What follows belongs to an exercise in optimizing a design on an open flow for small area; a production flow would make more cautious choices. Where RTL was checked, it was by simulation tests only, not by an equivalence proof against the original.

Setup of the reference run:
// uart_spi_seq
module uart_spi_seq (
    input  wire        clk,
    input  wire        rst,           
    input  wire        crystal,       
    input  wire [39:0] now_ns,        
    input  wire        open_req,
    input  wire        close_req,
    input  wire        push_valid,
    input  wire [7:0]  push_data,
    output wire        push_ready,
    input  wire        fmt_valid,
    input  wire [17:0] fmt_baud,
    input  wire [3:0]  fmt_wlen,
    input  wire [1:0]  fmt_par,       
    input  wire [1:0]  fmt_stop,
    input  wire        flush_req,
    input  wire        stop_tx_req,
    input  wire        start_tx_req,
    input  wire        irq,
    output wire        x_valid,
    output reg  [15:0] x_word,
    input  wire        x_done,
    input  wire        x_err,
    input  wire [15:0] x_resp,
    output reg         rx_valid,
    output reg  [7:0]  rx_char,
    output reg         rx_perr,
    output wire [1:0]  line_state,    
    output reg  [1:0]  de_state,      
    output reg  [1:0]  outcome,       
    output reg         txe,
    output reg         rxa,
    output reg         cts
);
    localparam [3:0] S_EXITED = 4'd0, S_PARKED = 4'd1, S_TOP = 4'd2,
                     S_DRAIN  = 4'd3, S_TX     = 4'd4, S_END = 4'd5,
                     S_TXA    = 4'd6,    
                     S_ENDF   = 4'd7,    
                     W_CFG    = 4'd8, W_DEOFF  = 4'd9, W_RD  = 4'd10,
                     W_TXD    = 4'd11, W_STOP  = 4'd12;
    localparam [1:0] DE_OFF = 2'd0, DE_ON = 2'd1, DE_UNKNOWN = 2'd2;
    localparam [1:0] OC_NONE = 2'd0, OC_APPLIED = 2'd1, OC_SUPERSEDED = 2'd2;
  ...
export LEC_CHECK = 0
export CAP_MARGIN = 20
export CORE_MARGIN = 2
export CORE_UTILIZATION = 40
export SLEW_MARGIN = 20
export BUFFER_PORTS_ARGS = -buffer_cell sky130_fd_sc_hd__buf_1
export CTS_ARGS = -sink_clustering_enable -repair_clock_nets -dont_use_dummy_load -buf_list sky130_fd_sc_hd__clkbuf_8 -root_buf sky130_fd_sc_hd__clkbuf_8 -sink_clustering_size 16 -sink_clustering_max_diameter 80
create_clock -name core_clock -period 10.0 [get_ports {clk}]
standard.sh (not shown) runs the stock make flow with config.mk's settings and CLKGATE_MAP_FILE= SYNTH_SCRIPT=/design/flow/synth_recipe.tcl, a recipe that flattens the netlist after the stock synthesis.
==> flow/flow/run.sh <==
#!/bin/bash
# Layout flow: the standard flow (standard.sh) with these changes:
#  - synthesis maps the logic with an area-oriented ABC script (abc_area.script
#    here, used in place of ORFS's abc_speed.script);
#    everything else in synthesis (synth_recipe.tcl: registers, flattening,
#    renaming) is unchanged;
#  - each port gets its buffer from the smallest buffer cell;
#  - the clock tree uses no dummy loads.
# Each tool's output goes to a log file in this folder.
set -euo pipefail
here=$(pwd)
rm -rf scripts_local
cp -r "$FLOW_HOME/scripts" scripts_local
cp flow/abc_area.script scripts_local/abc_speed.script
cat >> config.mk <<EOC
export BUFFER_PORTS_ARGS = -buffer_cell sky130_fd_sc_hd__buf_1
export CTS_ARGS = -sink_clustering_enable -repair_clock_nets -dont_use_dummy_load -buf_list sky130_fd_sc_hd__clkbuf_8 -root_buf sky130_fd_sc_hd__clkbuf_8 -sink_clustering_size 16 -sink_clustering_max_diameter 80
EOC
SCRIPTS_DIR="$here/scripts_local" bash standard.sh synth > synth.log 2>&1
bash standard.sh > layout.log 2>&1
rm -rf scripts_local
==> flow/flow/abc_area.script <==
&get -n
&st
&deepsyn -T 60
&nf -R 1000
&put
topo
stime -c
buffer -c
upsize -c
dnsize -c
Relative to the reference run, the following input files were edited for the trial run:
diff --git a/flow/design.v b/flow/design.v
--- a/flow/design.v
+++ b/flow/design.v
@@ -190,23 +190,23 @@
             4'd15: q_old = qv[119:112];
             default: q_old = 8'd0;
         endcase
     end
     wire [7:0] txd  = q_old & {!f_w7(fmt), 7'h7F};
     wire       txpt = f_pe(fmt) & (f_odd(fmt) ^ (^txd));
     always @* begin
         case (st[2:0])
             3'd0:    x_word = {8'hC4, 1'b0, pfmt[6:4], rate_code(crystal, f_rate(pfmt))};
             3'd1:    x_word = 16'h8400;
             3'd3:    x_word = {7'b1000001, txpt, txd};
-            3'd4:    x_word = {8'hD4, 1'b0, pfmt[6:4], rate_code(crystal, f_rate(pfmt))};
+            3'd4:    x_word = {8'hD4, 1'b0, fmt[6:4], rate_code(crystal, f_rate(fmt))};
             default: x_word = 16'h0000;
         endcase
     end
     wire [7:0] rch = x_resp[7:0] & {!f_w7(fmt), 7'h7F};
     reg [3:0]  st_n;
     reg [2:0]  drain_k_n;
     reg [7:0]  stg_n, fmt_n, pfmt_n;
     reg [39:0] dl_n;
     reg        dv_n, os_v_n, active_n;
     reg        f_cfg_n, f_dis_n, f_tr_n, f_txs_n, f_stop_n, f_fls_n;
     reg        wake_n, txstop_n;
@@ -245,24 +245,23 @@
         if (st == S_TXA)
             dl_n = dl + {14'd0, hold_rom({f_rate(fmt), extra_bits(fmt)})};
         case (st)
             S_PARKED: begin
                 if (wake) begin
                     wake_n = 1'b0;
                     st_n   = S_TOP;
                 end
             end
             S_TOP: begin
                 if (f_stop) begin
-                    pfmt_n = fmt;    
-                    st_n   = W_STOP;
+                    st_n = W_STOP;
                 end else if (f_dis) begin
                     f_dis_n = 1'b0;
                     if (f_txs || !q_empty) begin
                         os_v_n    = 1'b0;
                         outcome_n = OC_SUPERSEDED;
                     end else if (de_state == DE_OFF) begin
                         outcome_n = OC_SUPERSEDED;
                     end else if (lt) begin
                         os_v_n = 1'b1;
                     end else begin
                         st_n = W_DEOFF;
==> notes.md <==
Comparing the trial run and the reference run, pin count of the biggest net entering global routing is higher on the trial run.
Xor/xnor share of the synthesized area: the trial run vs the reference run — no meaningful difference
Between the trial run and the reference run, the via count is higher for the reference run.
The worst slew slack as a fraction of its limit of the trial run exceeds that of the reference run by 2.3 points.
Row routing usage on met2: the trial run lower / the reference run higher
Looking at sequential share of layout area, the trial run sits 0.40 points lower than the reference run does.
Summary: aggregate routed wire length, the trial run better than the reference run
Between the trial run and the reference run, the final cell count figures differ only marginally.
Changes observed in the trial run relative to the reference run: final critical delay including setup and external delays grew by 96 ps; final non-filler cell area grew by 0.90%; layout overhead on the synthesized area held steady.
For the trial run, only the layout was checked, not whether the RTL still works.

## port drivers added, routing unchanged
In the flow no input, the clock included, has a driving cell. The finished layouts below were timed again as built, in two steps.
Step 1, drivers: a clkbuf_16 drives clk and a buf_2 each remaining input, both assumed.
Step 2, shift: input delay + t, output delay - t, t = (earliest + latest rising clock arrival at the registers) / 2. This alone moves slack from input paths to output paths.
Three values: ideal ports, drivers, drivers and shift; two values: the first two.
run	shift t [ns]	setup slack, ns	hold slack, ns	latest minus earliest clock arrival (ns)
the reference run	0.564	1.216 / 1.216 / 1.216	0.439 / 0.439 / 0.439	0.085 / 0.085
the trial run	0.566	1.119 / 1.119 / 1.119	0.440 / 0.440 / 0.440	0.089 / 0.089
After both steps setup and hold are still met in every run listed.
